This design comes from an exercise in tuning for small area on the open sky130 flow, not from production work. The RTL was checked by simulation tests, not by an equivalence proof against the original design. No activity file was given, so power comes from the tool's default toggle rates.

==> flow/design.v (excerpt) <==
module as608_fe (
    input  wire        clk,
    input  wire        rst,
    input  wire        bus_valid,
    input  wire        bus_we,
    input  wire [17:0] bus_addr,
    input  wire [1:0]  bus_size,      
    input  wire [31:0] bus_wdata,
    output reg  [31:0] bus_rdata,
    output reg         bus_err,
    input  wire        rx_valid,
    input  wire [7:0]  rx_data,
    output wire        tx_valid,
    output wire [7:0]  tx_data,
    input  wire        tick,
    input  wire        port_fault,
    output wire        irq
);
    localparam [3:0] E_TIMEOUT = 4'h1, E_START = 4'h2, E_ADDRESS = 4'h3,
                     E_LENGTH = 4'h4, E_CHECKSUM = 4'h5, E_KIND = 4'h6, E_TRUNCATED = 4'h7,
                     E_OVERFLOW = 4'h8, E_TRANSPORT = 4'h9, E_ILLEGAL = 4'hA, E_TXLEN = 4'hB;
    localparam [3:0] PH_PAY = 4'd9,  PH_CK1 = 4'd10, PH_CK2 = 4'd11,
                     PH_PAYF = 4'd12, PH_CK1N = 4'd14;
    integer i;
    reg        st_done, st_errf, st_rej, st_rxovf;
    reg [3:0]  st_err;
    reg [2:0]  irq_en;
    reg [31:0] addr_r;
    reg [1:0]  pkt_r;
    reg [15:0] flim_r;
  ...
Size: about 4300 cells after synthesis, about 1600 flip-flops, about 110 I/O pins, roughly 65000 um^2 of cells after synthesis.
Settings: LEC_CHECK=0, CAP_MARGIN=20, CELL_PAD_IN_SITES_DETAIL_PLACEMENT=1, CELL_PAD_IN_SITES_GLOBAL_PLACEMENT=1, CORE_MARGIN=2, CORE_UTILIZATION=45, PLACE_DENSITY=0.55, SLEW_MARGIN=20; clock period 15.0 ns.
standard.sh (not shown) runs the stock make flow with config.mk's settings and CLKGATE_MAP_FILE= SYNTH_SCRIPT=/design/flow/synth_recipe.tcl, a recipe that flattens the netlist after the stock synthesis.
==> flow/flow/run.sh <==
#!/bin/bash
# Layout flow: ORFS synthesis with an area-oriented ABC mapping script, with
# the design's AND-OR-INVERT helper modules (as608_fe_aoi222/aoi22) kept as
# single library cells instead of being flattened into generic logic. The
# registers come out exactly as in the standard synthesis; only the
# combinational mapping differs. Then the standard layout steps, with CTS
# settings that avoid dummy loads and oversized clock buffers, and larger
# repair margins from global routing on.
set -euo pipefail
W=$(pwd)
F=$W/flow

# synthesis script: the standard flow's own, with ORFS's synth.tcl patched
sed -e "s#^source \$::env(SCRIPTS_DIR)/synth_preamble.tcl#source \$::env(SCRIPTS_DIR)/synth_preamble.tcl\nset abc_args [lreplace \$abc_args 1 1 $F/area.abc]\nputs \"abc args: \$abc_args\"#" \
    -e "s#^hierarchy -check -top \$::env(DESIGN_NAME)#hierarchy -check -top \$::env(DESIGN_NAME)\nif {[catch {blackbox as608_fe_aoi222 as608_fe_aoi22} bbmsg]} { puts \"no cell helpers: \$bbmsg\" } else { puts \"blackboxed cell helpers\" }#" \
    -e "s#^  log_cmd abc {\*}\$abc_args#  log_cmd abc {*}\$abc_args\n  chtype -map as608_fe_aoi222 sky130_fd_sc_hd__a222oi_1 -map as608_fe_aoi22 sky130_fd_sc_hd__a22oi_1\n  catch {delete as608_fe_aoi222 as608_fe_aoi22}#" \
    "$FLOW_HOME/scripts/synth.tcl" > "$W/own_synth.tcl"
[ "$(grep -c 'lreplace\|blackboxed cell helpers\|chtype -map' "$W/own_synth.tcl")" = 3 ]
sed -e "s#^source \$::env(SCRIPTS_DIR)/synth.tcl#source $W/own_synth.tcl#" "$W/synth_recipe.tcl" > "$W/own_synth_recipe.tcl"
grep -q "own_synth.tcl" "$W/own_synth_recipe.tcl"

# the make command line of standard.sh, with our synthesis script
MK=$(grep '^make ' "$W/standard.sh")
SYNTH_MK=$(echo "$MK" | sed -e "s#SYNTH_SCRIPT=[^ ]*#SYNTH_SCRIPT=$W/own_synth_recipe.tcl#" -e 's#"\${@:-finish}"#synth#')
echo "$SYNTH_MK" > "$W/own_synth_cmd.txt"
bash -c "$SYNTH_MK" > "$W/own_synth.log" 2>&1

export CTS_ARGS="-sink_clustering_enable -repair_clock_nets -dont_use_dummy_load -buf_list sky130_fd_sc_hd__clkbuf_8 -sink_clustering_size 14 -sink_clustering_max_diameter 60"
export BUFFER_PORTS_ARGS="-buffer_cell sky130_fd_sc_hd__buf_1"
# floorplan to CTS with the flow settings' repair margins
bash "$W/standard.sh" cts > "$W/own_layout.log" 2>&1
# global routing onwards: its repair (on global-route parasitics) aims further
# below the max-slew and max-capacitance limits, to leave room for detours of
# the detailed router
FIN_MK=$(echo "$MK" | sed -e 's#CAP_MARGIN=[0-9]*#CAP_MARGIN=45#' -e 's#SLEW_MARGIN=[0-9]*#SLEW_MARGIN=45#' -e 's#"\${@:-finish}"#finish#')
echo "$FIN_MK" > "$W/own_finish_cmd.txt"
bash -c "$FIN_MK" > "$W/own_finish.log" 2>&1
# write the final DEF (everything is up to date, so this only exports it)
bash "$W/standard.sh" finish > "$W/own_export.log" 2>&1
Other scripts of this flow, unchanged in this note and not shown: flow/flow/area.abc
The baseline completed without violations.
Edit:
--- a/flow/flow/run.sh
+++ b/flow/flow/run.sh
@@ -7,2 +7 @@
-# settings that avoid dummy loads and oversized clock buffers, and larger
-# repair margins from global routing on.
+# settings that avoid dummy loads and oversized clock buffers.
@@ -30,10 +29 @@
-# floorplan to CTS with the flow settings' repair margins
-bash "$W/standard.sh" cts > "$W/own_layout.log" 2>&1
-# global routing onwards: its repair (on global-route parasitics) aims further
-# below the max-slew and max-capacitance limits, to leave room for detours of
-# the detailed router
-FIN_MK=$(echo "$MK" | sed -e 's#CAP_MARGIN=[0-9]*#CAP_MARGIN=45#' -e 's#SLEW_MARGIN=[0-9]*#SLEW_MARGIN=45#' -e 's#"\${@:-finish}"#finish#')
-echo "$FIN_MK" > "$W/own_finish_cmd.txt"
-bash -c "$FIN_MK" > "$W/own_finish.log" 2>&1
-# write the final DEF (everything is up to date, so this only exports it)
-bash "$W/standard.sh" finish > "$W/own_export.log" 2>&1
+bash "$W/standard.sh" finish > "$W/own_layout.log" 2>&1
- CORE_UTILIZATION: 45 -> 52
- PLACE_DENSITY: 0.55 -> 0.62
The changed run completed without violations.
Sequential share of layout area grows by 0.57 points.
First-iteration DRC count grows by 10%.
Cell count shrinks by about 4%.
Final area shrinks by about 0.9%.
Setup slack gets worse by 340 ps.
Routed wire length shrinks by 2.8%.
Via count grows by about 2%.
Edit:
--- a/flow/flow/run.sh
+++ b/flow/flow/run.sh
@@ -28,0 +29 @@
+export RECOVER_POWER=100
- CORE_UTILIZATION: 52 -> 45
- PLACE_DENSITY: 0.62 -> 0.55
The changed run finished with capacitance limit, slew limit left. Combinational power decreases by a few percent. Worst setup slack gets worse by 1200 ps. Utilization shrinks by 8.2 points. Cell area came out lower slightly. Routed wire length came out higher by a few percent. Via count falls by a few percent. Critical path depth shrinks by 3. Power rises slightly. Synthesized area is unchanged. Worst hold slack is better by 39 ps.
Edit:
--- a/flow/flow/run.sh
+++ b/flow/flow/run.sh
@@ -29 +28,0 @@
-export RECOVER_POWER=100
With this change the flow passed the timing, design-rule and antenna checks.
Clock-buffer cell count does not change.
Area after synthesis stays the same.
Wire length stays flat.
Final area increases by 0.75%.

re-timing with driven ports:
The flow's constraints put no driver on any port. The routed layouts listed below were extracted and timed again, unchanged, in two steps.
Step 1 sets driving cells, clkbuf_16 on the clock port and buf_2 on the other inputs (assumed; they add their load-dependent delay and slew).
Step 2, shift: input delay + t, output delay - t, t = (earliest + latest rising clock arrival at the registers) / 2. This alone moves slack from input paths to output paths.
Three values: ideal ports, drivers, drivers and shift; two values: the first two.
run | t (ns) | slack for setup (ns) | slew at the worst register clock pin (ns) | cell pins on the clock port's net
the first run | 0.974 | 6.216 / 6.140 / 6.346 | 0.10 / 0.10 | 1
the second run | 0.981 | 5.876 / 5.876 / 5.477 | 0.10 / 0.10 | 1
the third run | 0.972 | 4.648 / 4.648 / 4.608 | 0.10 / 0.10 | 1
the fourth run | 0.972 | 5.941 / 5.864 / 6.120 | 0.10 / 0.10 | 1
For the second run, which loses most, drivers alone change the setup slack by 0.000 ns; drivers and shift together by -0.399 ns.
